Background: an optimization exercise with open tools, aiming at small area, a short achievable clock period and few clock cycles. Do not read the settings as production practice. Where RTL was checked, it was by simulation tests only, not by an equivalence proof against the original. Function not checked in runs 1 to 3: the RTL went through the layout flow alone. Power and IR drop assume default switching activity.

`flow/design.v`:
```
module x86rs_mmu #(
    parameter NT = 8,       
    parameter N2 = 8        
) (
    input  wire        clk,
    input  wire        rst,             
    input  wire        req_valid,
    output reg         req_ready,
    input  wire [1:0]  req_op,          
    input  wire [1:0]  req_kind,        
    input  wire        req_user,        
    input  wire [63:0] req_opa,
    output reg         resp_valid,
    output reg  [1:0]  resp_status,     
    output reg  [51:0] resp_pa,
    output reg         mem_req,
    output reg  [51:3] mem_addr,
    input  wire        mem_gnt,
    input  wire        mem_rvalid,
    input  wire [63:0] mem_rdata
);
    localparam OP_TRANSLATE = 2'd0;
    localparam OP_WRROOT    = 2'd1;
    localparam OP_INVPG     = 2'd2;
    localparam KIND_FETCH = 2'd0;
    localparam KIND_WRITE = 2'd2;
    localparam RS_OK = 2'd0;
    localparam RS_PF = 2'd1;
    localparam RS_GP = 2'd2;
    localparam IT = (NT > 1) ? $clog2(NT) : 1;
    localparam I2 = (N2 > 1) ? $clog2(N2) : 1;
    function permits;
        input w, u, x;
        input [1:0] kind;
        input user;
        begin
            permits = 1'b1;
            if (user && !u) permits = 1'b0;
            if (kind == KIND_WRITE && !w) permits = 1'b0;
            if (kind == KIND_FETCH && !x) permits = 1'b0;
        end
    endfunction
    reg  [51:12] root;
    reg          look;                  
    reg          mwait;                 
    reg  [1:0]   level;                 
    reg          pw, pu, px;            
    reg  [1:0]   c_kind;
    reg          c_user;
    reg  [47:12] c_la;
    reg  [NT-1:0] c_thitv;              
    reg  [N2-1:0] c_phitv;              
    reg  [IT-1:0] c_tvict;              
    reg  [N2-1:0] c_pfill;              
    reg          p2_v    [0:N2-1];
    reg  [47:21] p2_tag  [0:N2-1];
    reg  [51:12] p2_base [0:N2-1];
    reg          p2_w    [0:N2-1];
    reg          p2_u    [0:N2-1];
    reg          p2_x    [0:N2-1];
    reg  [N2-1:0] p_ref;                
    reg          tlb_v   [0:NT-1];
    reg  [N2-1:0] tlb_ptr [0:NT-1];     
    reg  [20:12] tlb_idx [0:NT-1];
    reg  [51:12] tlb_pfn [0:NT-1];
    reg          tlb_w   [0:NT-1];
    reg          tlb_u   [0:NT-1];
    reg          tlb_x   [0:NT-1];
    reg  [NT-1:0] t_ref;                
    wire req_canonical = (req_opa[63:47] == {17{1'b0}}) || (req_opa[63:47] == {17{1'b1}});
    reg  [N2-1:0] p_hitv;
    reg  [NT-1:0] t_hitv;
    integer       i;
    always @* begin
        for (i = 0; i < N2; i = i + 1)
            p_hitv[i] = p2_v[i] && p2_tag[i] == req_opa[47:21];
        for (i = 0; i < NT; i = i + 1)
            t_hitv[i] = tlb_v[i] && |(p_hitv & tlb_ptr[i]) && tlb_idx[i] == req_opa[20:12];
    end
    reg  [51:12]  t_pfn;
    reg           t_w, t_u, t_x;
    reg  [51:12]  p_base;
    reg           p_w, p_u, p_x;
    reg  [IT-1:0] t_vict;
    reg  [N2-1:0] p_vict;
    always @* begin
        t_pfn = 40'd0; t_w = 1'b0; t_u = 1'b0; t_x = 1'b0;
        for (i = 0; i < NT; i = i + 1)
            if (c_thitv[i]) begin
                t_pfn = t_pfn | tlb_pfn[i];
                t_w = t_w | tlb_w[i];
                t_u = t_u | tlb_u[i];
                t_x = t_x | tlb_x[i];
            end
        p_base = 40'd0; p_w = 1'b0; p_u = 1'b0; p_x = 1'b0;
        for (i = 0; i < N2; i = i + 1)
            if (c_phitv[i]) begin
                p_base = p_base | p2_base[i];
                p_w = p_w | p2_w[i];
                p_u = p_u | p2_u[i];
                p_x = p_x | p2_x[i];
            end
        t_vict = {IT{1'b0}};
        for (i = NT - 1; i >= 0; i = i - 1)
            if (!(tlb_v[i] && t_ref[i])) t_vict = i[IT-1:0];
        p_vict = {N2{1'b0}};
        for (i = N2 - 1; i >= 0; i = i - 1)
            if (!(p2_v[i] && p_ref[i])) p_vict = {{(N2-1){1'b0}}, 1'b1} << i;
    end
    wire t_hit = |c_thitv;
    wire p_hit = |c_phitv;
    reg [8:0] nidx;
    always @* begin
        case (level)
            2'd3:    nidx = c_la[38:30];
            2'd2:    nidx = c_la[29:21];
            default: nidx = c_la[20:12];
        endcase
    end
    wire nw = pw & mem_rdata[1];
    wire nu = pu & mem_rdata[2];
    wire nx = px & ~mem_rdata[63];
    wire [NT-1:0] t_fill = {{(NT-1){1'b0}}, 1'b1} << c_tvict;
    wire t_load = mwait && level == 2'd0;
    wire p_load = mwait && level == 2'd1;
    always @(posedge clk) begin
        if (req_ready) begin
            c_kind  <= req_kind;
            c_user  <= req_user;
            c_la    <= req_opa[47:12];
            c_thitv <= t_hitv;
            c_phitv <= p_hitv;
            resp_pa[11:0] <= req_opa[11:0];
        end
        if (look) begin
            c_tvict <= t_vict;
            c_pfill <= p_hit ? c_phitv : p_vict;
            if (p_hit) begin
                level    <= 2'd0;
                mem_addr <= {p_base, c_la[20:12]};
                pw <= p_w; pu <= p_u; px <= p_x;
            end else begin
                level    <= 2'd3;
                mem_addr <= {root, c_la[47:39]};
                pw <= 1'b1; pu <= 1'b1; px <= 1'b1;
            end
        end
        if (mwait)
            mem_addr <= {mem_rdata[51:12], nidx};
        if (mwait && mem_rvalid) begin
            pw    <= nw;
            pu    <= nu;
            px    <= nx;
            if (level != 2'd0) level <= level - 2'd1;
        end
        resp_pa[51:12] <= look ? t_pfn : mem_rdata[51:12];
        for (i = 0; i < NT; i = i + 1)
            if (t_load && t_fill[i]) begin
                tlb_ptr[i] <= c_pfill;
                tlb_idx[i] <= c_la[20:12];
                tlb_pfn[i] <= mem_rdata[51:12];
                tlb_w[i]   <= nw;
                tlb_u[i]   <= nu;
                tlb_x[i]   <= nx;
            end
        for (i = 0; i < N2; i = i + 1)
            if (p_load && c_pfill[i]) begin
                p2_tag[i]  <= c_la[47:21];
                p2_base[i] <= mem_rdata[51:12];
                p2_w[i]    <= nw;
                p2_u[i]    <= nu;
                p2_x[i]    <= nx;
            end
    end
    always @(posedge clk) begin
        resp_valid <= 1'b0;
        look       <= 1'b0;
        if (rst) begin
            req_ready <= 1'b1;
            mem_req   <= 1'b0;
            mwait     <= 1'b0;
            root      <= 40'd0;
            t_ref     <= {NT{1'b0}};
            p_ref     <= {N2{1'b0}};
            for (i = 0; i < NT; i = i + 1) tlb_v[i] <= 1'b0;
            for (i = 0; i < N2; i = i + 1) p2_v[i] <= 1'b0;
        end else begin
            if (req_ready && req_valid) begin
                case (req_op)
                    OP_WRROOT: begin
                        resp_valid <= 1'b1;
                        if (req_user) begin
                            resp_status <= RS_GP;
                        end else begin
                            resp_status <= RS_OK;
                            root <= req_opa[51:12];
                            for (i = 0; i < NT; i = i + 1) tlb_v[i] <= 1'b0;
                            for (i = 0; i < N2; i = i + 1) p2_v[i] <= 1'b0;
                        end
                    end
                    OP_INVPG: begin
                        resp_valid <= 1'b1;
                        if (req_user) begin
                            resp_status <= RS_GP;
                        end else begin
                            resp_status <= RS_OK;
                            if (req_canonical)
                                for (i = 0; i < NT; i = i + 1)
                                    if (t_hitv[i]) tlb_v[i] <= 1'b0;
                        end
                    end
                    default: begin
                        if (!req_canonical) begin
                            resp_valid  <= 1'b1;
                            resp_status <= RS_PF;
                        end else begin
                            req_ready <= 1'b0;
                            look      <= 1'b1;
                        end
                    end
                endcase
            end
            if (look) begin
                if (p_hit)
                    p_ref <= ((p_ref | c_phitv) == {N2{1'b1}}) ? c_phitv : (p_ref | c_phitv);
                if (t_hit) begin
                    resp_valid  <= 1'b1;
                    req_ready   <= 1'b1;
                    resp_status <= permits(t_w, t_u, t_x, c_kind, c_user) ? RS_OK : RS_PF;
                    t_ref <= ((t_ref | c_thitv) == {NT{1'b1}}) ? c_thitv : (t_ref | c_thitv);
                end else begin
                    mem_req <= 1'b1;
                end
            end
            if (mem_req && mem_gnt) begin
                mem_req <= 1'b0;
                mwait   <= 1'b1;
            end
            if (mwait && mem_rvalid) begin
                mwait <= 1'b0;
                if (!mem_rdata[0]) begin
                    resp_valid  <= 1'b1;
                    resp_status <= RS_PF;
                    req_ready   <= 1'b1;
                end else if (level != 2'd0) begin
                    mem_req <= 1'b1;
                end else begin
                    resp_valid  <= 1'b1;
                    req_ready   <= 1'b1;
                    resp_status <= permits(nw, nu, nx, c_kind, c_user) ? RS_OK : RS_PF;
                    t_ref <= ((t_ref | t_fill) == {NT{1'b1}}) ? t_fill : (t_ref | t_fill);
                end
                if (level == 2'd0)
                    for (i = 0; i < NT; i = i + 1)
                        if (t_fill[i]) tlb_v[i] <= mem_rdata[0];
                if (level == 2'd1) begin
                    for (i = 0; i < N2; i = i + 1)
                        if (c_pfill[i]) p2_v[i] <= mem_rdata[0];
                    for (i = 0; i < NT; i = i + 1)
                        if (|(tlb_ptr[i] & c_pfill)) tlb_v[i] <= 1'b0;
                    if (mem_rdata[0])
                        p_ref <= ((p_ref | c_pfill) == {N2{1'b1}}) ? c_pfill : (p_ref | c_pfill);
                end
            end
        end
    end
endmodule
```
`flow/run.sh`:
```
#!/bin/bash
# synth_recipe.tcl (not shown) runs the flow's synth.tcl, then flattens the netlist and writes it again
# the make line also repeats each setting of config.mk as NAME=value (left out here)
make -C /OpenROAD-flow-scripts/flow DESIGN_CONFIG=/design/flow/config.mk WORK_HOME=/design/flow/orfs CLKGATE_MAP_FILE= SYNTH_SCRIPT=/design/flow/synth_recipe.tcl finish
```
`flow/config.mk`:
```
export PLATFORM = sky130hd
export DESIGN_NAME = x86rs_mmu
export DESIGN_NICKNAME = x86rs_mmu
export VERILOG_FILES = /design/flow/design.v
export SDC_FILE = /design/flow/constraint.sdc
export NUM_CORES = 4
export LEC_CHECK = 0
export ABC_CLOCK_PERIOD_IN_PS = 3000
export CAP_MARGIN = 20
export CORE_MARGIN = 2
export CORE_UTILIZATION = 40
export SETUP_SLACK_MARGIN = 5
export SLEW_MARGIN = 20
```
`flow/constraint.sdc`:
```
create_clock -name core_clock -period 8.0 [get_ports {clk}]
set_input_delay 1.6000 -clock core_clock [delete_from_list [all_inputs] [get_ports {clk}]]
set_output_delay 1.6000 -clock core_clock [all_outputs]
set_load 0.01 [all_outputs]
```
==> results of run 1 <==
-- placed cells by master (no fill, tap or decap), drive strengths merged, types with 79 or more instances in the layout --
cell and count:
nand4 96, clkbuf 198, dfxtp 119, edfxtp 1172
a21oi 190, a22o 90, xnor2 152, nand2 185
nor2 79, xor2 136, buf 195, a221oi 88
a22oi 126
-- through the flow --
stage	utilization, %	instances	hold WS [ps]	area (sq um)	power (mW)
detailed placement	44.0	4813	450	53700	7.93
finish	48.8	5137	457	59500	14.1
global route	48.8	5135	481	59500	14.5
floorplan	-	3083	437	49900	7.70
global placement	44.0	4813	447	53700	7.93
CTS	48.5	5107	459	59100	14.2
-- timing repair --
action	CTS	global route
gates cloned	6	4
gates resized for setup	586	68
pin swaps	49	34
setup buffers	38	24
setup endpoints to repair	513	202
-- routing by layer --
| layer | share of wire (%) | track usage [%] | vias up |
|---|---|---|---|
| met5 | 0.0069 | 0 | - |
| met4 | 2.7 | 6.76 | 2 |
| met3 | 7.2 | 3.35 | 201 |
| met2 | 48 | 36.0 | 1309 |
| met1 | 42 | 31.4 | 15301 |
| li1 | - | - | 12877 |
-- state kept, by name, indices dropped and copies added (netlist names), 36 cells and up --
signal and cells:
mem_addr 49, p2_tag 216, root 40, tlb_idx 72, resp_pa 52, c_la 36
p2_base 320, tlb_pfn 320, tlb_ptr 64
-- layout make-up --
cell class / instances / share of cell area, %
antenna: 2 / 0.00841
clock buffer: 189 / 6.34
clock inverter: 61 / 1.17
inverter: 36 / 0.233
multi-input combinational: 1571 / 20.1
sequential: 1291 / 63.2
tap: 1625 / 3.42
timing repair buffer: 362 / 5.62
-- worst max path at each step --
stage	startpoint	endpoint
final	req_opa[47]	tlb_v[4]$_SDFF_PP0_
after global routing	req_opa[16]	tlb_v[6]$_SDFF_PP0_
after CTS	mwait$_SDFFE_PP0P_	tlb_pfn[1][34]$_DFFE_PP_
after detailed placement	req_opa[45]	tlb_v[6]$_SDFF_PP0_
after global placement	req_opa[45]	tlb_v[1]$_SDFF_PP0_
after floorplan	req_opa[25]	tlb_v[1]$_SDFF_PP0_
-- where the power goes --
| group | switching, mW | internal [mW] |
|---|---|---|
| sequential | 0.0477 | 7.36 |
| combinational | 0.249 | 0.160 |
| clock | 2.64 | 3.66 |
| total | 2.93 | 11.2 |
-- critical path: stages --
cell	delay [ps]
buf_12	110
buf_12	130
buf_6	110
xnor2_2	110
nand4_1	90
or4_4	640
buf_4	180
o32ai_2	280
nor4_2	130
o31ai_2	230
a221oi_1	100
-- logic make-up (layout without fill, tap and decap cells) --
group	Yosys count	in the layout	synth area share, %
AO/OA/AOI/OAI	688	688	10.2
XOR/XNOR	288	288	5.13
adder cells (fa/ha/maj)	2	2	0.0509
buffers and inverters	227	648	1.94
flip-flops	1291	1291	76.4
multiplexers	19	19	0.389
other	0	2	0
AND/OR/NAND/NOR	568	574	5.82
==> summary.md, run 1 <==
| Metric | Value |
|---|---|
| Area leader, netlist | edfxtp_1 |
| Final hold vios | 0 |
| Synth warn | 14 |
| Final setup margin | 4840 ps |
| Syn_nets | 3,223 |
| Synth async-reset ratio | 0% |
| Max_cap viols | 0 |
| CORE AREA | 122,000 sq um |
| Avg Synthesized Cell Area | about 16 sq um |
| Most common library cells after synthesis | edfxtp_1, a21oi_1, nand2_1, xnor2_1, clkbuf_1 |
| #FFs+latches synth | 1,291 |
| Fmax | between 300 and 400 MHz |
| Hold_buf cts | 0 |
| DRT antenna net count | 0 |
| Setup TNS | 0 ps |
| Synthesis-to-finish area growth | 21.1% |
| FF-to-FF End | tlb_pfn[2][43]$_DFFE_PP_ |
| Pwr Density | 237 nW/um^2 |
| Leakage | 19.0 nW |
| Worst setup EP type | flip-flop |
| Worst slew margin | about 29% |
| Die width | about 350 um |
| Outcome | timing/DRC/antenna clean |
| Filler Cells Inserted | just over 10,000 |
| Worst-path clk slew | about 60 ps |
| WHS Path Cells | 2 |
| HP Class | flip-flop to flip-flop |
| Clock Tree Root | clkbuf_16 |
| Initial Util | approximately two fifths |
| CTS tree | done |
| Crit path required time | 8560 ps |
| Placement Setup Slack | 2550 ps |
| Row Count | approximately 130 |
| Worst setup SP type | input pin |
| Most numerous cell in the Yosys netlist | edfxtp_1 |
| Drt wl/cell | 28.2 um |
| First-pass GRT wire length | 204,000 um |
| Min-delay src | root[47]$_SDFFE_PP0P_ |
| Detailed Place HPWL | 81,500 um |
| Clock latency (worst-skew pair) | 750 ps |
| RSZ-0062 raised after global routing | true |
| Sequential element share of the synthesized area | 76.4% |
| Largest net degree at the start of global routing | 78 |
| Worst-margin pin slew | 1070 ps |
| # setup viols final | 0 |
| Synthesized cell area | 49,200 sq um |
| Reg2reg path depth | 3 |
| Share of layout cells above drive strength 1 | 16.8% |
| DRT iter0 DRCs | between 3,000 and 4,000 |
| Clock Skew | 35.4 ps |
| Total track usage | between 20 and 25% |
| Grt ovf | 0 |
| Primary FF master, synth | edfxtp_1 |
| Peak VDD IR | 0.213 mV |
| # nets final | 3,537 |
| Routed wire length | 145,000 um |
| Die Area | 126,000 sq um |
| Crit path arrival time | around 3700 ps |
| Die Span Y | 355 um |
| Vias | 29,690 |
| Reg2reg start | mwait$_SDFFE_PP0P_ |
| Register area | 37,600 sq um |
| R2r setup slk | 4970 ps |
| Vias in the first global route | between 20,000 and 30,000 |
| Synth top area share | 71.6% |
| CP Max Fanout | 6 |
| Synth area leaders | edfxtp_1, dfxtp_1, xnor2_1 |
| PortBufs | 223 |
| Drt first pass iters | 6 |
| DR vias/cell | between 5 and 6 |
| Cells after Synth | about 3,100 |
| Ratio of final minimum period to clock period | 39.5% |
| Final critical-path required period | about 3200 ps |
| DRC Markers | 0 |
| Max Slew Vio Count | 0 |
| H-tree levels | 4 |
| Clock sink count | 1,291 |
| Cts bufs inserted | 135 |
| EDFF count, synth | 1,172 |
| Hold Path End | root[47]$_SDFFE_PP0P_ |
| Multi-input gate area | 11,900 sq um |
| CP Class | input pin to flip-flop |
| CTS Buffer Depth | 3 |
| Ports | 244 |
| Routability cong. | 0.915 |
| Initial antenna violation count | 5 |
| Netlist cell types | 59 |
==> run 2: changes to the inputs <==
--- a/flow/design.v
+++ b/flow/design.v
@@ -49,7 +49,12 @@
     reg          c_user;
-    reg  [47:12] c_la;
+    reg  [51:12] c_la;                  
+    reg          c_inv;                 
+    reg          c_wrroot;              
+    reg  [NT-1:0] c_tfill;              
+    reg          t_act;                 
+    reg          p_act;                 
     reg  [NT-1:0] c_thitv;              
     reg  [N2-1:0] c_phitv;              
-    reg  [IT-1:0] c_tvict;              
     reg  [N2-1:0] c_pfill;              
+    reg  [I2-1:0] c_pidx;               
     reg          p2_v    [0:N2-1];
@@ -62,3 +67,3 @@
     reg          tlb_v   [0:NT-1];
-    reg  [N2-1:0] tlb_ptr [0:NT-1];     
+    reg  [I2-1:0] tlb_ptr [0:NT-1];     
     reg  [20:12] tlb_idx [0:NT-1];
@@ -77,4 +82,7 @@
         for (i = 0; i < NT; i = i + 1)
-            t_hitv[i] = tlb_v[i] && |(p_hitv & tlb_ptr[i]) && tlb_idx[i] == req_opa[20:12];
-    end
+            t_hitv[i] = tlb_v[i] && p_hitv[tlb_ptr[i]] && tlb_idx[i] == req_opa[20:12];
+    end
+    reg  [NT-1:0] l_thitv;
+    reg  [N2-1:0] l_phitv;
+    reg  [I2-1:0] l_pidx;
     reg  [51:12]  t_pfn;
@@ -85,6 +93,9 @@
     reg  [N2-1:0] p_vict;
+    reg  [I2-1:0] p_vidx;
     always @* begin
+        for (i = 0; i < NT; i = i + 1) l_thitv[i] = c_thitv[i] && tlb_v[i];
+        for (i = 0; i < N2; i = i + 1) l_phitv[i] = c_phitv[i] && p2_v[i];
         t_pfn = 40'd0; t_w = 1'b0; t_u = 1'b0; t_x = 1'b0;
         for (i = 0; i < NT; i = i + 1)
-            if (c_thitv[i]) begin
+            if (l_thitv[i]) begin
                 t_pfn = t_pfn | tlb_pfn[i];
@@ -95,4 +106,6 @@
         p_base = 40'd0; p_w = 1'b0; p_u = 1'b0; p_x = 1'b0;
+        l_pidx = {I2{1'b0}};
         for (i = 0; i < N2; i = i + 1)
-            if (c_phitv[i]) begin
+            if (l_phitv[i]) begin
+                l_pidx = l_pidx | i[I2-1:0];
                 p_base = p_base | p2_base[i];
@@ -106,7 +119,11 @@
         p_vict = {N2{1'b0}};
+        p_vidx = {I2{1'b0}};
         for (i = N2 - 1; i >= 0; i = i - 1)
-            if (!(p2_v[i] && p_ref[i])) p_vict = {{(N2-1){1'b0}}, 1'b1} << i;
-    end
-    wire t_hit = |c_thitv;
-    wire p_hit = |c_phitv;
+            if (!(p2_v[i] && p_ref[i])) begin
+                p_vict = {{(N2-1){1'b0}}, 1'b1} << i;
+                p_vidx = i[I2-1:0];
+            end
+    end
+    wire t_hit = |l_thitv;
+    wire p_hit = |l_phitv;
     reg [8:0] nidx;
@@ -122,6 +139,6 @@
     wire nx = px & ~mem_rdata[63];
-    wire [NT-1:0] t_fill = {{(NT-1){1'b0}}, 1'b1} << c_tvict;
-    wire t_load = mwait && level == 2'd0;
-    wire p_load = mwait && level == 2'd1;
+    wire [NT-1:0] t_vict1 = {{(NT-1){1'b0}}, 1'b1} << t_vict;
     always @(posedge clk) begin
+        c_thitv <= t_hitv;
+        c_phitv <= p_hitv;
         if (req_ready) begin
@@ -129,5 +146,3 @@
             c_user  <= req_user;
-            c_la    <= req_opa[47:12];
-            c_thitv <= t_hitv;
-            c_phitv <= p_hitv;
+            c_la    <= req_opa[51:12];
             resp_pa[11:0] <= req_opa[11:0];
@@ -135,4 +150,5 @@
         if (look) begin
-            c_tvict <= t_vict;
-            c_pfill <= p_hit ? c_phitv : p_vict;
+            c_tfill <= t_vict1;
+            c_pidx  <= p_hit ? l_pidx : p_vidx;
+            c_pfill <= p_hit ? l_phitv : p_vict;
             if (p_hit) begin
@@ -157,4 +173,4 @@
         for (i = 0; i < NT; i = i + 1)
-            if (t_load && t_fill[i]) begin
-                tlb_ptr[i] <= c_pfill;
+            if (t_act && c_tfill[i]) begin
+                tlb_ptr[i] <= c_pidx;
                 tlb_idx[i] <= c_la[20:12];
@@ -166,3 +182,3 @@
         for (i = 0; i < N2; i = i + 1)
-            if (p_load && c_pfill[i]) begin
+            if (p_act && c_pfill[i]) begin
                 p2_tag[i]  <= c_la[47:21];
@@ -177,2 +193,4 @@
         look       <= 1'b0;
+        c_inv      <= 1'b0;
+        c_wrroot   <= 1'b0;
         if (rst) begin
@@ -181,2 +199,4 @@
             mwait     <= 1'b0;
+            t_act     <= 1'b0;
+            p_act     <= 1'b0;
             root      <= 40'd0;
@@ -195,5 +215,3 @@
                             resp_status <= RS_OK;
-                            root <= req_opa[51:12];
-                            for (i = 0; i < NT; i = i + 1) tlb_v[i] <= 1'b0;
-                            for (i = 0; i < N2; i = i + 1) p2_v[i] <= 1'b0;
+                            c_wrroot    <= 1'b1;
                         end
@@ -206,5 +224,3 @@
                             resp_status <= RS_OK;
-                            if (req_canonical)
-                                for (i = 0; i < NT; i = i + 1)
-                                    if (t_hitv[i]) tlb_v[i] <= 1'b0;
+                            c_inv       <= req_canonical;
                         end
@@ -222,5 +238,13 @@
             end
+            if (c_wrroot) begin
+                root <= c_la;
+                for (i = 0; i < NT; i = i + 1) tlb_v[i] <= 1'b0;
+                for (i = 0; i < N2; i = i + 1) p2_v[i] <= 1'b0;
+            end
+            if (c_inv)
+                for (i = 0; i < NT; i = i + 1)
+                    if (c_thitv[i]) tlb_v[i] <= 1'b0;
             if (look) begin
                 if (p_hit)
-                    p_ref <= ((p_ref | c_phitv) == {N2{1'b1}}) ? c_phitv : (p_ref | c_phitv);
+                    p_ref <= ((p_ref | l_phitv) == {N2{1'b1}}) ? l_phitv : (p_ref | l_phitv);
                 if (t_hit) begin
@@ -229,5 +253,6 @@
                     resp_status <= permits(t_w, t_u, t_x, c_kind, c_user) ? RS_OK : RS_PF;
-                    t_ref <= ((t_ref | c_thitv) == {NT{1'b1}}) ? c_thitv : (t_ref | c_thitv);
+                    t_ref <= ((t_ref | l_thitv) == {NT{1'b1}}) ? l_thitv : (t_ref | l_thitv);
                 end else begin
                     mem_req <= 1'b1;
+                    t_act   <= p_hit;
                 end
@@ -240,2 +265,4 @@
                 mwait <= 1'b0;
+                t_act <= level == 2'd1 && mem_rdata[0];
+                p_act <= level == 2'd2 && mem_rdata[0];
                 if (!mem_rdata[0]) begin
@@ -250,3 +277,3 @@
                     resp_status <= permits(nw, nu, nx, c_kind, c_user) ? RS_OK : RS_PF;
-                    t_ref <= ((t_ref | t_fill) == {NT{1'b1}}) ? t_fill : (t_ref | t_fill);
+                    t_ref <= ((t_ref | c_tfill) == {NT{1'b1}}) ? c_tfill : (t_ref | c_tfill);
                 end
@@ -254,3 +281,3 @@
                     for (i = 0; i < NT; i = i + 1)
-                        if (t_fill[i]) tlb_v[i] <= mem_rdata[0];
+                        if (c_tfill[i]) tlb_v[i] <= mem_rdata[0];
                 if (level == 2'd1) begin
@@ -259,3 +286,3 @@
                     for (i = 0; i < NT; i = i + 1)
-                        if (|(tlb_ptr[i] & c_pfill)) tlb_v[i] <= 1'b0;
+                        if (tlb_ptr[i] == c_pidx) tlb_v[i] <= 1'b0;
                     if (mem_rdata[0])
==> summary.md, run 2 <==
| Metric | Value |
|---|---|
| Reg2reg path depth | 7 (+4) |
| Clock sink count | 1,267 (-1.9%) |
| Vias | 28,881 (-2.7%) |
| Die width | 353 um (-0.59%) |
| PortBufs | 223 (unchanged) |
| Setup TNS | 0 ps (unchanged) |
| DRT antenna net count | 0 (unchanged) |
| #FFs+latches synth | 1,267 (-1.9%) |
| Most numerous cell in the Yosys netlist | edfxtp_1 |
| Crit path launch | req_opa[23] |
| Most common cell after layout, fill and taps aside | edfxtp_1 |
| Fin util | 48.1% (-0.70 points) |
| Hold_buf cts | 0 (unchanged) |
| Synth top area share | 69.7% (-1.9 points) |
| Cts bufs inserted | 135 (unchanged) |
| DRT iter0 DRCs | 3,623 (-1.2%) |
| Clock latency (worst-skew pair) | 770 ps (+20 ps) |
| H-tree levels | 4 (unchanged) |
| Met1 Track Usage GR | 32.4% (+0.99 points) |
| CTS Buffer Depth | 3 (unchanged) |
| EDFF count, synth | 1,128 (-3.8%) |
| Netlist cell types | 56 (-5.1%) |
| Crit path required time | 8640 ps (+80 ps) |
| # setup viols final | 0 (unchanged) |
| Multi-input gate area | 11,500 sq um (-4.0%) |
| Worst setup SP type | input pin |
| Syn_nets | 3,161 (-1.9%) |
| RSZ-0062 raised after global routing | true |
| Crit path arrival time | 3860 ps (+140 ps) |
| Drt first pass iters | 7 (+1) |
| GR peak layer | met2 |
| Clock Tree Root | clkbuf_16 |
| Routability cong. | 0.850 (-7.1%) |
| Leakage | 18.5 nW (-2.9%) |
| Sequential element share of the synthesized area | 75.4% (-0.98 points) |
| Commonest non-fill, non-tap cells in the layout | edfxtp_1, xnor2_1, a21oi_1, clkbuf_16, dfxtp_1 |
| Fmax | 310 MHz (-1.9%) |
| M3 GR Usage | 3.39% (+0.042 points) |
| Total track usage | 22.0% (-0.37 points) |
| Initial antenna violation count | 5 (unchanged) |
| Cells after Synth | 3,021 (-2.0%) |
| Row Count | 127 (-0.78%) |
| CP Max Fanout | 4 (-2) |
| Met2 GRT Util | 33.6% (-2.4 points) |
| Max_cap viols | 0 (unchanged) |
| Die Span Y | 353 um (-0.59%) |
| Area leader, netlist | edfxtp_1 |
| Synth async-reset ratio | 0% (unchanged) |
| Drt wl/cell | 28.0 um (-0.70%) |
| Avg Synthesized Cell Area | 16.1 sq um (+0.84%) |
| Synth area leaders | edfxtp_1, dfxtp_1, xnor2_1 |
| # nets final | 3,440 (-2.7%) |
| Worst-margin pin slew | 1070 ps (-3.88 ps) |
| Ports | 244 (unchanged) |
| Worst-path clk slew | 60 ps (about the same) |
| HP Class | flip-flop to flip-flop |
| Clock Skew | 52.5 ps (+17.1 ps) |
| Synth warn | 14 (unchanged) |
| CTS tree | done |
| Final hold vios | 0 (unchanged) |
| Final critical-path required period | 3220 ps (+62.8 ps) |
| Initial Util | 40.4% (+0.10 points) |
| DR vias/cell | 5.74 (-0.62%) |
| Peak VDD IR | 0.213 mV (-0.28%) |
| R2r setup slk | 5110 ps (+140 ps) |
| Reg2reg start | tlb_v[0]$_SDFF_PP0_ |
| Grt ovf | 0 (unchanged) |
| Pwr Density | 241 nW/um^2 (+1.6%) |
| FF-to-FF End | t_ref[5]$_SDFF_PP0_ |
| Synthesized cell area | 48,600 sq um (-1.2%) |
| Outcome | timing/DRC/antenna clean |
| WHS Path Cells | 2 (unchanged) |
| Detailed Place HPWL | 78,200 um (-4.1%) |
| Share of layout cells above drive strength 1 | 14.5% (-2.3 points) |
| Max Slew Vio Count | 0 (unchanged) |
| Die Area | 124,000 sq um (-1.2%) |
| Primary FF master, synth | edfxtp_1 |
| Vias in the first global route | 27,542 (-3.1%) |
| Register area | 36,700 sq um (-2.4%) |
| Biggest regs | p2_base x320, tlb_pfn x320, p2_tag x216 |
| Filler Cells Inserted | 10,372 (+2.1%) |
| CORE AREA | 120,000 sq um (-1.4%) |
| CP Class | input pin to flip-flop |
| Ratio of final minimum period to clock period | 40.3% (+0.78 points) |
| Synthesis-to-finish area growth | 19.0% |
| Most common library cells after synthesis | edfxtp_1, xnor2_1, a21oi_1, dfxtp_1, clkbuf_1 |
| Routed wire length | 141,000 um (-2.8%) |
| Hold Path End | root[46]$_SDFFE_PP0P_ |
| Min-delay src | root[46]$_SDFFE_PP0P_ |
| Worst slew margin | 28.8% (+0.26 points) |
| First-pass GRT wire length | 200,000 um (-2.0%) |
| DRC Markers | 0 (unchanged) |
| Largest net degree at the start of global routing | 79 (+1.3%) |
| Worst setup EP type | flip-flop |
run 2: worst max-delay path by stage:
stage / cells after the start / to / slack (ps)
6_report: 13 / c_thitv[1]$_DFF_P_ / 4780
3_3_place_gp: 8 / c_thitv[1]$_DFF_P_ / 2650
4_1_cts: 12 / c_thitv[4]$_DFF_P_ / 4710
2_1_floorplan: 8 / c_thitv[1]$_DFF_P_ / 4480
3_5_place_dp: 8 / c_thitv[1]$_DFF_P_ / 2610
5_1_grt: 13 / c_thitv[1]$_DFF_P_ / 4670
run 2: metal layers:
| layer | up-vias | wire length [um] |
|---|---|---|
| met5 | - | 28 |
| met4 | 4 | 3500 |
| met3 | 199 | 11000 |
| met2 | 1317 | 64100 |
| met1 | 14846 | 61900 |
| li1 | 12515 | - |
run 2: per-stage QoR:
| step | hold WS [ps] | instances | cell area (sq um) | total power, mW | worst slack (ps) |
|---|---|---|---|---|---|
| floorplan | 456 | 3021 | 48900 | 7.59 | 4480 |
| global placement | 479 | 4725 | 52700 | 7.86 | 2650 |
| detailed placement | 487 | 4725 | 52700 | 7.86 | 2610 |
| CTS | 502 | 5011 | 57600 | 14.0 | 4710 |
| global route | 530 | 5024 | 57800 | 14.3 | 4670 |
| finish | 504 | 5028 | 57800 | 13.9 | 4780 |
run 2: kinds of logic (layout without fill, tap and decap cells):
family / after synthesis / in the layout / share of synthesized area, %
compound gates: 627 / 627 / 9.51
mux: 72 / 72 / 1.50
xor+xnor: 312 / 312 / 5.64
other cells: 0 / 4 / 0
fa+ha+maj: 2 / 2 / 0.0515
buf+inv: 203 / 592 / 1.86
simple gates: 538 / 540 / 6.00
flops: 1267 / 1267 / 75.4
run 2: repair_timing:
item | 4_1_cts | 5_1_grt
gates resized for setup | 488 | 52
pin swaps | 40 | 31
gates cloned | 2 | 4
hold endpoints to repair | 0 | 0
setup endpoints to repair | 181 | 56
buffers inserted | 35 | 9
run 2: layout make-up:
class | instances | area share (%)
clock buffers | 194 | 6.54
clock inverters | 55 | 1.15
inverters | 12 | 0.0779
well taps | 1612 | 3.49
multi-input cells | 1553 | 19.8
flip-flops and latches | 1267 | 63.4
repair buffers | 331 | 5.50
diodes | 4 | 0.0173
run 2: critical path: stages:
cell and delay (ps):
buf_8 100, buf_12 120, buf_12 120, buf_8 120
buf_6 110, xnor2_2 100, nand4_1 120, or4_4 550
nor4_4 170, buf_6 170, mux2i_1 80, a21o_1 190
a2111oi_4 310
run 2: power breakdown:
part | total (mW) | switching (mW) | internal [mW]
combinational | 0.418 | 0.259 | 0.159
sequential | 7.31 | 0.0716 | 7.24
clock | 6.20 | 2.67 | 3.54
total | 13.9 | 3.00 | 10.9
==> run 3: changes to the inputs <==
--- a/flow/design.v
+++ b/flow/design.v
@@ -14,5 +14,5 @@
     output reg  [1:0]  resp_status,     
-    output reg  [51:0] resp_pa,
+    output wire [51:0] resp_pa,
     output reg         mem_req,
-    output reg  [51:3] mem_addr,
+    output wire [51:3] mem_addr,
     input  wire        mem_gnt,
@@ -43,2 +43,7 @@
     reg  [51:12] root;
+    reg  [51:12] fb;                    
+    reg  [11:0]  off;                   
+    reg  [8:0]   ridx;                  
+    assign resp_pa  = {fb, off};
+    assign mem_addr = {fb, ridx};
     reg          look;                  
@@ -147,3 +152,3 @@
             c_la    <= req_opa[51:12];
-            resp_pa[11:0] <= req_opa[11:0];
+            off     <= req_opa[11:0];
         end
@@ -153,9 +158,10 @@
             c_pfill <= p_hit ? l_phitv : p_vict;
+            fb <= t_hit ? t_pfn : p_hit ? p_base : root;
             if (p_hit) begin
-                level    <= 2'd0;
-                mem_addr <= {p_base, c_la[20:12]};
+                level <= 2'd0;
+                ridx  <= c_la[20:12];
                 pw <= p_w; pu <= p_u; px <= p_x;
             end else begin
-                level    <= 2'd3;
-                mem_addr <= {root, c_la[47:39]};
+                level <= 2'd3;
+                ridx  <= c_la[47:39];
                 pw <= 1'b1; pu <= 1'b1; px <= 1'b1;
@@ -163,4 +169,6 @@
         end
-        if (mwait)
-            mem_addr <= {mem_rdata[51:12], nidx};
+        if (mwait) begin
+            fb   <= mem_rdata[51:12];
+            ridx <= nidx;
+        end
         if (mwait && mem_rvalid) begin
@@ -171,3 +179,2 @@
         end
-        resp_pa[51:12] <= look ? t_pfn : mem_rdata[51:12];
         for (i = 0; i < NT; i = i + 1)
==> summary.md, run 3 <==
| Metric | Value |
|---|---|
| DRT iter0 DRCs | 3,516 (-3.0%) |
| Drt first pass iters | 6 (-1) |
| Primary FF master, synth | edfxtp_1 |
| Routability cong. | 0.874 (+2.8%) |
| Sequential element share of the synthesized area | 74.9% (-0.50 points) |
| Area leader, netlist | edfxtp_1 |
| Die Span Y | 350 um (-0.76%) |
| # setup viols final | 0 (unchanged) |
| # nets final | 3,352 (-2.6%) |
| Max Slew Vio Count | 0 (unchanged) |
| Synth top area share | 70.8% (+1.1 points) |
| Most numerous cell in the Yosys netlist | edfxtp_1 |
| Routed wire length | 142,000 um (+0.87%) |
| Avg Synthesized Cell Area | 16.3 sq um (+1.3%) |
| DR vias/cell | 5.81 (+1.1%) |
| Critical path's slowest cell | mux4_2 |
| Leakage | 18.5 nW (+0.25%) |
| Drt wl/cell | 28.9 um (+3.2%) |
| #FFs+latches synth | 1,227 (-3.2%) |
| Ratio of final minimum period to clock period | 43.3% (+3.0 points) |
| Peak VDD IR | 0.238 mV (+12%) |
| EDFF count, synth | 1,128 (unchanged) |
| Share of layout cells above drive strength 1 | 17.7% (+3.2 points) |
| Commonest non-fill, non-tap cells in the layout | edfxtp_1, xor2_1, a22oi_1, clkbuf_16, xnor2_1 |
| Power Total | 13.4 mW (-4.1%) |
| Grt ovf | 0 (unchanged) |
| HP Class | flip-flop to flip-flop |
| PortBufs | 223 (unchanged) |
| CTS Buffer Depth | 3 (unchanged) |
| Inst Count DP | 4,609 (-2.5%) |
| Row Count | 126 (-0.79%) |
| Die Area | 122,000 sq um (-1.5%) |
| Final instance area | 56,700 sq um (-2.0%) |
| CP Buf/Inv Count | 5 (-1) |
| CP Class | input pin to flip-flop |
| Most common library cells after synthesis | edfxtp_1, xor2_1, a22oi_1, xnor2_1, clkbuf_1 |
| Fin util | 47.9% (-0.28 points) |
| Cts bufs inserted | 131 (-3.0%) |
| CP Max Fanout | 5 (+1) |
| Placement Setup Slack | 2480 ps (-132 ps) |
| Non-Filler Instances | 4,913 (-2.3%) |
| Synthesis-to-finish area growth | 18.4% |
| Setup TNS | 0 ps (unchanged) |
| Max_cap viols | 0 (unchanged) |
| CTS tree | done |
| Die width | 350 um (-0.76%) |
| Most frequent CP cell | buf_6 |
| Netlist cell types | 54 (-3.6%) |
| CP cell instances | buf_6 > buf_12 > buf_6 > buf_8 > xnor2_2 > nand4_1 > nor4_4 > nand4_1 > buf_6 > mux4_2 > mux2_4 > nor3_2 |
| Cells after Synth | 2,937 (-2.8%) |
| Total track usage | 22.7% (+0.71 points) |
| Vias | 28,528 (-1.2%) |
| Detailed Place HPWL | 77,000 um (-1.5%) |
| Clock sink count | 1,227 (-3.2%) |
| Worst-path clk slew | 60 ps (about the same) |
| Vias in the first global route | 27,005 (-1.9%) |
| Biggest regs | p2_base x320, tlb_pfn x320, p2_tag x216 |
| Syn_nets | 3,077 (-2.7%) |
| Crit path arrival time | 4140 ps (+280 ps) |
| H-tree levels | 4 (unchanged) |
| Worst setup EP type | flip-flop |
| Top cell family by delay on the critical path | simple AND/OR/NAND/NOR gates |
| Initial Util | 40.4% (about the same) |
| Worst path max stage delay | 460 ps (-90 ps) |
| Filler Cells Inserted | 10,044 (-3.2%) |
| Clock Skew | 35.0 ps (-17.5 ps) |
| Final setup margin | 4530 ps (-242 ps) |
| Synth async-reset ratio | 0% (unchanged) |
| Fmax | 289 MHz (-7.0%) |
| First-pass GRT wire length | 199,000 um (-0.90%) |
| Worst slew margin | 23.4% (-5.4 points) |
| Hold_buf cts | 0 (unchanged) |
| Crit path required time | 8680 ps (+40 ps) |
| Pwr Density | 236 nW/um^2 (-2.1%) |
| RSZ-0062 raised after global routing | true |
| Synth area leaders | edfxtp_1, dfxtp_1, xor2_1 |
| Initial antenna violation count | 8 (+3) |
| Worst-margin pin slew | 1150 ps (+81.2 ps) |
| DRC Markers | 0 (unchanged) |
| Hold_ws | 451 ps (-52.9 ps) |
| Largest net degree at the start of global routing | 69 (-13%) |
| Most common cell after layout, fill and taps aside | edfxtp_1 |
| Area after DPL | 51,600 sq um (-2.1%) |
| Ports | 244 (unchanged) |
| Outcome | timing/DRC/antenna clean |
| Synth warn | 14 (unchanged) |
| CORE AREA | 118,000 sq um (-1.4%) |
| Clock latency (worst-skew pair) | 760 ps (about the same) |
| Clock Tree Root | clkbuf_16 |
| Final hold vios | 0 (unchanged) |
| Final critical-path required period | 3470 ps (+242 ps) |
| Worst setup SP type | input pin |
| DRT antenna net count | 0 (unchanged) |
| Synthesized cell area | 47,800 sq um (-1.5%) |
==> run 3: changes by cell type after synthesis, sizes merged, moves of 35 or more <==
cell	before	now
dfxtp	139	99
nand2	61	96
a21oi	141	77
inv	12	62
buf	66	101
a221oi	102	67
nor2b	44	1
a22oi	94	151
xor2	35	163
a2111oi	4	41
xnor2	277	149
==> run 3: power by group <==
| part | internal, mW | leakage (nW) | switching, mW |
|---|---|---|---|
| registers | 7.00 | 11.1 | 0.0353 |
| clock network | 3.41 | 2.06 | 2.56 |
| logic | 0.135 | 5.35 | 0.220 |
==> run 3: final cells by class <==
type	count	area, sq um	area share (%)
Timing Repair Buffer	352	3080	5.44
Clock buffer	169	3610	6.36
Inverter	62	233	0.411
Sequential cell	1227	35900	63.3
Multi-Input combinational cell	1438	11200	19.8
Clock inverter	64	628	1.11
Antenna cell	1	2.50	0.00442
Tap cell	1600	2000	3.53
==> run 3: path summary, 6_finish.rpt <==
| path | startpoint | endpoint | slack (ps) | depth (start not counted) |
|---|---|---|---|---|
| worst max register to register | tlb_v[7]$_SDFF_PP0_ | fb[22]$_DFFE_PP_ | 4670 | 7 |
| worst min register to register | c_la[12]$_DFFE_PP_ | tlb_idx[0][12]$_DFFE_PP_ | 450 | 0 |
| worst max-delay path | req_opa[43] | c_thitv[1]$_DFF_P_ | 4530 | 12 |
| worst min-delay path | c_la[12]$_DFFE_PP_ | tlb_idx[0][12]$_DFFE_PP_ | 450 | 0 |
==> run 3: cells by family (layout without fill, tap and decap cells) <==
kind of cell	after synthesis	count (layout)	synth area share, %
other	0	1	0
AOI/OAI and AO/OA	552	552	8.74
adders and majority gates	2	2	0.0523
xor gates and xnor gates	312	312	5.73
and+or+nand+nor	481	484	5.24
DFF	1227	1227	74.9
buffers and inverters	275	647	2.87
muxes	88	88	2.42
==> run 3: what timing repair did <==
item	4_1_cts	5_1_grt
setup endpoints to repair	198	70
pin swaps	33	18
buffers inserted	46	15
gates cloned	6	2
resized for setup	647	62
==> run 3: worst register-to-register path, cell delays in order, from the launching register on <==
cell and delay (ps):
dfxtp_1 660, and2_4 610, nor4_1 140, nand2_2 210
buf_6 400, nor2_1 240, a2111oi_1 700, a21oi_1 90
==> run 3: layer usage <==
metal	track usage [%]	part of all wire, %	vias to the layer above
met5	0	0.023	-
met4	6.47	2.3	6
met3	4.25	8.8	212
met2	35.5	46	1474
met1	32.4	43	14691
li1	-	-	12145
==> run 4: changes to the inputs <==
--- a/flow/design.v
+++ b/flow/design.v
@@ -60,3 +60,5 @@
     reg          p_act;                 
-    reg  [NT-1:0] c_thitv;              
+    reg  [NT-1:0] c_tidxv;              
+    reg  [NT-1:0] u_thitv;              
+    reg  [N2-1:0] u_phitv;              
     reg  [N2-1:0] c_phitv;              
@@ -81,3 +83,3 @@
     reg  [N2-1:0] p_hitv;
-    reg  [NT-1:0] t_hitv;
+    reg  [NT-1:0] t_idxv;
     integer       i;
@@ -85,6 +87,10 @@
         for (i = 0; i < N2; i = i + 1)
-            p_hitv[i] = p2_v[i] && p2_tag[i] == req_opa[47:21];
+            p_hitv[i] = p2_tag[i] == req_opa[47:21];
         for (i = 0; i < NT; i = i + 1)
-            t_hitv[i] = tlb_v[i] && p_hitv[tlb_ptr[i]] && tlb_idx[i] == req_opa[20:12];
+            t_idxv[i] = tlb_idx[i] == req_opa[20:12];
     end
+    reg  [NT-1:0] c_thitv;
+    always @*
+        for (i = 0; i < NT; i = i + 1)
+            c_thitv[i] = c_tidxv[i] && c_phitv[tlb_ptr[i]];
     reg  [NT-1:0] l_thitv;
@@ -146,3 +152,3 @@
     always @(posedge clk) begin
-        c_thitv <= t_hitv;
+        c_tidxv <= t_idxv;
         c_phitv <= p_hitv;
@@ -211,2 +217,4 @@
             p_ref     <= {N2{1'b0}};
+            u_thitv   <= {NT{1'b0}};
+            u_phitv   <= {N2{1'b0}};
             for (i = 0; i < NT; i = i + 1) tlb_v[i] <= 1'b0;
@@ -250,2 +258,8 @@
             end
+            if (|u_thitv)
+                t_ref <= ((t_ref | u_thitv) == {NT{1'b1}}) ? u_thitv : (t_ref | u_thitv);
+            if (|u_phitv)
+                p_ref <= ((p_ref | u_phitv) == {N2{1'b1}}) ? u_phitv : (p_ref | u_phitv);
+            u_thitv <= look ? l_thitv : {NT{1'b0}};
+            u_phitv <= look ? l_phitv : {N2{1'b0}};
             if (c_inv)
@@ -254,4 +268,2 @@
             if (look) begin
-                if (p_hit)
-                    p_ref <= ((p_ref | l_phitv) == {N2{1'b1}}) ? l_phitv : (p_ref | l_phitv);
                 if (t_hit) begin
@@ -260,3 +272,2 @@
                     resp_status <= permits(t_w, t_u, t_x, c_kind, c_user) ? RS_OK : RS_PF;
-                    t_ref <= ((t_ref | l_thitv) == {NT{1'b1}}) ? l_thitv : (t_ref | l_thitv);
                 end else begin
--- a/flow/config.mk
+++ b/flow/config.mk
@@ -10,3 +10,6 @@
 export CORE_MARGIN = 2
-export CORE_UTILIZATION = 40
+export CORE_UTILIZATION = 55
+export CTS_CLUSTER_DIAMETER = 80
+export CTS_CLUSTER_SIZE = 30
+export PLACE_DENSITY = 0.7
 export SETUP_SLACK_MARGIN = 5
==> summary.md, run 4 <==
| Metric | Value |
|---|---|
| Outcome | timing/DRC/antenna clean |
| Worst slew margin | 25.8% (+2.4 points) |
| Largest family of logic cells by synthesized area | compound AO/OA/AOI/OAI gates |
| Synth Area in XOR/XNOR | 5.61% (-0.12 points) |
| Cts bufs inserted | 51 (-61%) |
| Worst-path clk slew | 120 ps (+60 ps) |
| Crit path arrival time | 3710 ps (-430 ps) |
| Routability cong. | 0.886 (+1.4%) |
| RSZ-0062 raised after global routing | true |
| Mux contribution to synthesized area | 3.16% (+0.74 points) |
| DR vias/cell | 6.45 (+11%) |
| Worst setup EP type | flip-flop |
| CTS tree | done |
| Reg2reg start | tlb_ptr[1][0]$_DFFE_PP_ |
| HP Class | flip-flop to flip-flop |
| CP Class | flip-flop to flip-flop |
| Synth Area in Simple Gates | 6.31% (+1.1 points) |
| Synth async-reset ratio | 0% (unchanged) |
| Final hold vios | 0 (unchanged) |
| Area leader, netlist | edfxtp_1 |
| Drt first pass iters | 5 (-1) |
| Initial Util | 55.3% (+15 points) |
| Vias in the first global route | 28,049 (+3.9%) |
| Synth area leaders | edfxtp_1, dfxtp_1, a22oi_1 |
| Avg Synthesized Cell Area | 15.8 sq um (-3.0%) |
| Commonest non-fill, non-tap cells in the layout | edfxtp_1, a22oi_1, xnor2_1, nand2_1, xor2_1 |
| First-pass GRT wire length | 195,000 um (-1.7%) |
| Grt ovf | 0 (unchanged) |
| Fin util | 62.9% (+15 points) |
| DRT antenna net count | 0 (unchanged) |
| Sequential element share of the synthesized area | 74.3% (-0.66 points) |
| Syn_nets | 3,221 (+4.7%) |
| Biggest regs | p2_base x320, tlb_pfn x320, p2_tag x216 |
| # setup viols final | 0 (unchanged) |
| Clock Skew | 52.6 ps (+17.5 ps) |
| CORE AREA | 88,100 sq um (-26%) |
| Die width | 302 um (-14%) |
| Detailed Place HPWL | 73,700 um (-4.3%) |
| Setup TNS | 0 ps (unchanged) |
| Psw | 2.25 mW (-20%) |
| Hold_buf cts | 0 (unchanged) |
| DRT iter0 DRCs | 3,394 (-3.5%) |
| Crit path required time | 8470 ps (-210 ps) |
| #FFs+latches synth | 1,243 (+1.3%) |
| Compound-cell area share of the yosys netlist | 8.25% (-0.50 points) |
| Drt wl/cell | 30.7 um (+6.2%) |
| Clock sink count | 1,243 (+1.3%) |
| Int Pwr | 8.56 mW (-19%) |
| Leakage | 17.4 nW (-6.1%) |
| CTS Buffer Depth | 3 (unchanged) |
| Fmax | 309 MHz (+7.0%) |
| EDFF count, synth | 1,128 (unchanged) |
| End of the critical path | fb[22]$_DFFE_PP_ |
| Synth top area share | 69.6% (-1.2 points) |
| Most numerous cell in the Yosys netlist | edfxtp_1 |
| Worst-margin pin slew | 1110 ps (-36.3 ps) |
| Largest net degree at the start of global routing | 78 (+13%) |
| Ratio of final minimum period to clock period | 40.5% (-2.8 points) |
| Reg2reg path depth | 10 (+3) |
| Clock latency (worst-skew pair) | 670 ps (-90 ps) |
| Initial antenna violation count | 9 (+1) |
| Reg power frac | 66.3% (+14 points) |
| Vias | 28,780 (+0.88%) |
| Sw frac | 20.8% (-0.23 points) |
| Ports | 244 (unchanged) |
| Clock power frac | 30.6% (-14 points) |
| CP Max Fanout | 6 (+1) |
| Non-Filler Instances | 4,463 (-9.2%) |
| Die Span Y | 302 um (-14%) |
| Pwr Density | 195 nW/um^2 (-17%) |
| DRC Markers | 0 (unchanged) |
| Comb power frac | 3.1% (+0.4 points) |
| Peak VDD IR | 0.227 mV (-4.4%) |
| Routed wire length | 137,000 um (-3.5%) |
| Clock Tree Root | clkbuf_16 |
| Primary FF master, synth | edfxtp_1 |
| Adder-cell share of the synthesized area | 0.0514% (-0.00092 points) |
| Crit path launch | tlb_ptr[1][0]$_DFFE_PP_ |
| Die Area | 90,900 sq um (-26%) |
| # nets final | 3,392 (+1.2%) |
| Most common cell after layout, fill and taps aside | edfxtp_1 |
| Share of layout cells above drive strength 1 | 13.2% (-4.5 points) |
| FF-to-FF End | fb[22]$_DFFE_PP_ |
| Synthesized cell area | 48,700 sq um (+1.8%) |
| Max_cap viols | 0 (unchanged) |
| Netlist cell types | 56 (+3.7%) |
| H-tree levels | 2 (-2) |
| Cells after Synth | 3,081 (+4.9%) |
| PortBufs | 223 (unchanged) |
| R2r setup slk | 4760 ps (+90 ps) |
| Synthesis-to-finish area growth | 13.9% |
| Inst Count DP | 4,294 (-6.8%) |
| Total track usage | 29.8% (+7.1 points) |
| Most common library cells after synthesis | edfxtp_1, a22oi_1, xnor2_1, nand2_1, clkbuf_1 |
| Synth warn | 14 (unchanged) |
| Filler Cells Inserted | 6,262 (-38%) |
| Row Count | 109 (-13%) |
| Max Slew Vio Count | 0 (unchanged) |
| Worst setup SP type | flip-flop |
| Final critical-path required period | 3240 ps (-226 ps) |
## run 4: logic make-up after synthesis
group	after synthesis
compound gates	529
xor+xnor	312
fa+ha+maj	2
buf+inv	248
flops	1243
mux	147
simple gates	600
## run 4: worst min-delay path by stage
stage                                        to  cells past startpoint  slack, ps                   from
after floorplan           root[12]$_SDFFE_PP0P_                      2        450  root[12]$_SDFFE_PP0P_
final                       t_ref[3]$_SDFF_PP0_                      2        500  u_thitv[3]$_SDFF_PP0_
after global routing        t_ref[3]$_SDFF_PP0_                      2        520  u_thitv[3]$_SDFF_PP0_
after detailed placement  root[23]$_SDFFE_PP0P_                      2        480  root[23]$_SDFFE_PP0P_
after global placement      t_ref[3]$_SDFF_PP0_                      2        480  u_thitv[3]$_SDFF_PP0_
after CTS                   t_ref[3]$_SDFF_PP0_                      2        500  u_thitv[3]$_SDFF_PP0_
## run 4: worst max-delay path: stages (launching register included)
cell and delay (ps):
edfxtp_1 480, mux2_4 340, o221a_4 290, and2_4 160, buf_12 120, or4_4 550, or2_4 340, buf_12 180
buf_12 150, and3_1 170, o31ai_4 280
## run 4: area by class of cell
cell class	instances	area, sq um	share of cell area [%]
repair buffers	342	3780	6.81
inverters	22	82.6	0.149
clock inverters	15	220	0.397
flip-flops and latches	1243	36200	65.3
clock buffers	80	1450	2.61
multi-input cells	1592	12300	22.1
diodes	4	10.0	0.0181
well taps	1165	1460	2.63
## run 4: metrics by stage
step / worst slack [ps] / area (sq um) / hold slack (ps) / power, mW
floorplan: 4830 / 48700 / 454 / 7.41
global placement: 3300 / 51800 / 478 / 7.63
detailed placement: 3270 / 51800 / 483 / 7.64
CTS: 4790 / 55100 / 496 / 10.8
global route: 4740 / 55400 / 519 / 11.1
finish: 4760 / 55400 / 496 / 10.8
## run 4: per-layer routing
layer / share of wire (%) / track usage [%] / up-vias
met4: 4.0 / 11.9 / 8
met3: 9.0 / 4.56 / 256
met1: 38 / 40.3 / 14690
met5: 0.042 / 0 / -
li1: - / - / 12261
met2: 49 / 49.0 / 1565
## run 4: timing repair
item                                   in CTS  in global routing
resized for setup                         400                111
setup buffers                              43                  5
pin swaps                                  46                 13
endpoints found under the hold margin       0                  0
setup endpoints to repair                 192                113
gates cloned                               22                  0
## run 4: power groups by stage
stage,Sequential [mW],Clock [mW],Combinational [mW]
after floorplan,7.28,0,0.133
after global placement,7.32,0,0.308
after detailed placement,7.32,0,0.318
after CTS,7.17,3.33,0.327
after global routing,7.18,3.56,0.353
final,7.17,3.31,0.331
Testbench counts of run 4, summed over its fixed seeds: cycles 179,335.
==> run 5: changes to the inputs <==
--- a/flow/config.mk
+++ b/flow/config.mk
@@ -10,6 +10,3 @@
 export CORE_MARGIN = 2
-export CORE_UTILIZATION = 55
-export CTS_CLUSTER_DIAMETER = 80
-export CTS_CLUSTER_SIZE = 30
-export PLACE_DENSITY = 0.7
+export CORE_UTILIZATION = 40
 export SETUP_SLACK_MARGIN = 5
==> summary.md, run 5 <==
| Metric | Value |
|---|---|
| Min-delay src | u_thitv[3]$_SDFF_PP0_ |
| Comb power frac | 2.4% (-0.7 points) |
| Outcome | timing/DRC/antenna clean |
| Max Slew Vio Count | 0 (unchanged) |
| Most numerous cell in the Yosys netlist | edfxtp_1 |
| Clock sink count | 1,243 (unchanged) |
| Clock Skew | 41.6 ps (-10.9 ps) |
| Psw | 2.86 mW (+27%) |
| Synth async-reset ratio | 0% (unchanged) |
| # nets final | 3,453 (+1.8%) |
| RSZ-0062 raised after global routing | true |
| Pwr Density | 235 nW/um^2 (+21%) |
| Critical path's slowest cell | or4_4 |
| Synth area leaders | edfxtp_1, dfxtp_1, a22oi_1 |
| CP Buf/Inv Count | 2 (-1) |
| Detailed Place HPWL | 79,400 um (+7.8%) |
| First-pass GRT wire length | 206,000 um (+5.4%) |
| Register area | 36,200 sq um (about the same) |
| Synth top area share | 69.6% (unchanged) |
| Initial antenna violation count | 14 (+5) |
| HP Class | flip-flop to flip-flop |
| Clock Tree Root | clkbuf_16 |
| Die Area | 125,000 sq um (+37%) |
| Power Total | 13.6 mW (+26%) |
| Worst-margin pin slew | 1160 ps (+43.0 ps) |
| DR vias/cell | 5.74 (-11%) |
| EDFF count, synth | 1,128 (unchanged) |
| Setup TNS | 0 ps (unchanged) |
| Share of layout cells above drive strength 1 | 17.5% (+4.2 points) |
| Sw frac | 21.1% (+0.24 points) |
| CTS Buffer Depth | 3 (unchanged) |
| Worst setup EP type | flip-flop |
| Area leader, netlist | edfxtp_1 |
| Biggest regs | p2_base x320, tlb_pfn x320, p2_tag x216 |
| Crit path launch | tlb_ptr[1][0]$_DFFE_PP_ |
| Routability cong. | 0.879 (-0.80%) |
| Sequential element share of the synthesized area | 74.3% (unchanged) |
| Netlist cell types | 56 (unchanged) |
| CORE AREA | 121,000 sq um (+38%) |
| CP Max Fanout | 11 (+5) |
| Most frequent CP cell | buf_12 |
| Vias | 29,006 (+0.79%) |
| Synthesized cell area | 48,700 sq um (unchanged) |
| Crit path arrival time | 3760 ps (+50 ps) |
| Reg power frac | 52.8% (-13 points) |
| Vias in the first global route | 27,546 (-1.8%) |
| Worst slew margin | 23.0% (-2.9 points) |
| Synth warn | 14 (unchanged) |
| Die Span Y | 353 um (+17%) |
| Cells after Synth | 3,081 (unchanged) |
| # setup viols final | 0 (unchanged) |
| CP Class | flip-flop to flip-flop |
| Multi-input gate area | 12,000 sq um (-1.7%) |
| Cts bufs inserted | 131 (+160%) |
| Hold_ws | 494 ps (-1.88 ps) |
| Clock latency (worst-skew pair) | 760 ps (+90 ps) |
| Initial Util | 40.2% (-15 points) |
| Row Count | 128 (+17%) |
| Final instance area | 57,800 sq um (+4.2%) |
| DRT antenna net count | 0 (unchanged) |
| Crit path required time | 8500 ps (+30 ps) |
| Avg Synthesized Cell Area | 15.8 sq um (unchanged) |
| Ratio of final minimum period to clock period | 40.8% (+0.31 points) |
| Routed wire length | 147,000 um (+7.6%) |
| Top cell family by delay on the critical path | simple AND/OR/NAND/NOR gates |
| Area after DPL | 52,300 sq um (+1.1%) |
| PortBufs | 223 (unchanged) |
| R2r setup slk | 4740 ps (-30 ps) |
| Drt wl/cell | 29.2 um (-4.9%) |
| CP cell instances | mux2_2 > o221a_4 > and2_4 > buf_12 > or4_4 > or2_4 > buf_12 > and3_4 > o31ai_4 |
| WHS Path Cells | 2 (unchanged) |
| FF-to-FF End | fb[50]$_DFFE_PP_ |
| Most common library cells after synthesis | edfxtp_1, a22oi_1, xnor2_1, nand2_1, clkbuf_1 |
| Total track usage | 23.0% (-6.8 points) |
| Hold Path End | t_ref[3]$_SDFF_PP0_ |
| Grt ovf | 0 (unchanged) |
| Ports | 244 (unchanged) |
| DRC Markers | 0 (unchanged) |
| Syn_nets | 3,221 (unchanged) |
| Reg2reg start | tlb_ptr[1][0]$_DFFE_PP_ |
| Peak VDD IR | 0.217 mV (-4.5%) |
| Worst-path clk slew | 70 ps (-50 ps) |
| CTS tree | done |
| Reg2reg path depth | 9 (-1) |
| Worst setup SP type | flip-flop |
| Drt first pass iters | 5 (unchanged) |
| Clock power frac | 44.7% (+14 points) |
| Largest net degree at the start of global routing | 77 (-1.3%) |
| Filler Cells Inserted | 10,372 (+66%) |
| Hold_buf cts | 0 (unchanged) |
| Placement Setup Slack | 3340 ps (+69.0 ps) |
| H-tree levels | 4 (+2) |
| Commonest non-fill, non-tap cells in the layout | edfxtp_1, a22oi_1, xnor2_1, nand2_1, xor2_1 |
| #FFs+latches synth | 1,243 (unchanged) |
| Synthesis-to-finish area growth | 18.6% |
| DRT iter0 DRCs | 3,405 (+0.32%) |
| Die width | 353 um (+17%) |
| Int Pwr | 10.7 mW (+25%) |
| Primary FF master, synth | edfxtp_1 |
| Fmax | 306 MHz (-0.77%) |
| Most common cell after layout, fill and taps aside | edfxtp_1 |
| Max_cap viols | 0 (unchanged) |
| Final hold vios | 0 (unchanged) |
| Final critical-path required period | 3260 ps (+25.1 ps) |
| Worst path max stage delay | 570 ps (+20 ps) |
| Final setup margin | 4740 ps (-25.1 ps) |
| Leakage | 18.4 nW (+5.9%) |
## run 5: cell counts after synthesis
Identical to the previous run, type by type.
## run 5: through the flow
step           cells  utilization (%)
6_report        5050             47.7
5_1_grt         5048             47.6
4_1_cts         5034             47.4
3_5_place_dp    4751             43.2
3_3_place_gp    4751             43.2
2_1_floorplan   3081                -
## run 5: power by group through the flow
| stage | combinational (mW) | clock (mW) | sequential (mW) |
|---|---|---|---|
| floorplan | 0.133 | 0 | 7.28 |
| global placement | 0.328 | 0 | 7.32 |
| detailed placement | 0.332 | 0 | 7.32 |
| CTS | 0.331 | 6.16 | 7.18 |
| global route | 0.354 | 6.41 | 7.18 |
| finish | 0.331 | 6.08 | 7.18 |
## run 5: kinds of logic after synthesis
kind of cell | Yosys count | share of synthesized area [%]
DFF | 1243 | 74.3
and+or+nand+nor | 600 | 6.31
AOI/OAI and AO/OA | 529 | 8.25
xor gates and xnor gates | 312 | 5.61
buffers and inverters | 248 | 2.33
muxes | 147 | 3.16
adders and majority gates | 2 | 0.0514
## run 5: routing by layer
metal	up-vias	track usage, %	wire length (um)
met5	-	0	68
met3	235	5.21	13900
met2	1396	35.9	68200
met4	10	8.03	4470
met1	14902	31.8	60600
li1	12463	-	-
## run 5: worst max-delay path by stage
stage,endpoint,slack [ps],cells after the start
2_1_floorplan,resp_status[0]$_DFFE_PN_,4830,8
3_3_place_gp,resp_status[0]$_DFFE_PN_,3350,8
3_5_place_dp,resp_status[0]$_DFFE_PN_,3340,8
4_1_cts,fb[50]$_DFFE_PP_,4770,9
5_1_grt,fb[50]$_DFFE_PP_,4730,9
6_report,fb[50]$_DFFE_PP_,4740,9
## run 5: area by class of cell
cell class	instances	share of cell area, %
Antenna cell	5	0.0217
Inverter	22	0.143
Clock inverter	69	1.31
Multi-Input combinational cell	1592	20.9
Sequential cell	1243	62.7
Timing Repair Buffer	323	5.33
Clock buffer	171	6.16
Tap cell	1625	3.52
## run 5: what timing repair did
| item | in CTS | in global routing |
|---|---|---|
| endpoints found under the setup margin | 198 | 104 |
| setup buffers | 31 | 8 |
| cloned | 12 | 3 |
| endpoints found under the hold margin | 0 | 0 |
| pin swaps | 36 | 9 |
| resized for setup | 588 | 77 |
## run 5: worst register-to-register path, stage by stage (launching register included)
cell and delay, ps:
edfxtp_1 380, mux2_2 360, o221a_4 310, and2_4 160, buf_12 160, or4_4 570
or2_4 370, buf_12 190, and3_4 190, o31ai_4 330

## static timing again, ports no longer ideal
No port has a modelled driver above. Below, the same layouts with a new extraction and two added sets of constraints. Step 1: set_driving_cell puts a clkbuf_16 on clk and a buf_2 on each other input, an assumption about the parent block. Step 2 times the ports against the registers' clock, not the clock port: input delays grow and output delays shrink by t, the midpoint of the rising clock arrivals with the driver on. a / b / c = ideal ports / drivers / drivers and shift; a / b = the first two.
| run | t (ns) | setup slack, ns | worst slew at a driven data input, ns | pins driven straight from the clock port |
|---|---|---|---|---|
| run 1 | 0.799 | 4.840 / 4.842 / 4.042 | 0.16 | 1 |
| run 2 | 0.818 | 4.777 / 4.812 / 3.994 | 0.08 | 1 |
| run 3 | 0.822 | 4.535 / 4.576 / 3.754 | 0.17 | 1 |
| run 4 | 0.712 | 4.761 / 4.761 / 4.316 | 0.15 | 1 |
| run 5 | 0.813 | 4.736 / 4.680 / 3.867 | 0.34 | 1 |
After both steps every run listed still meets setup and hold. The setup slack of run 5, which loses most, moves by -0.056 ns with the drivers and by -0.869 ns with both steps.
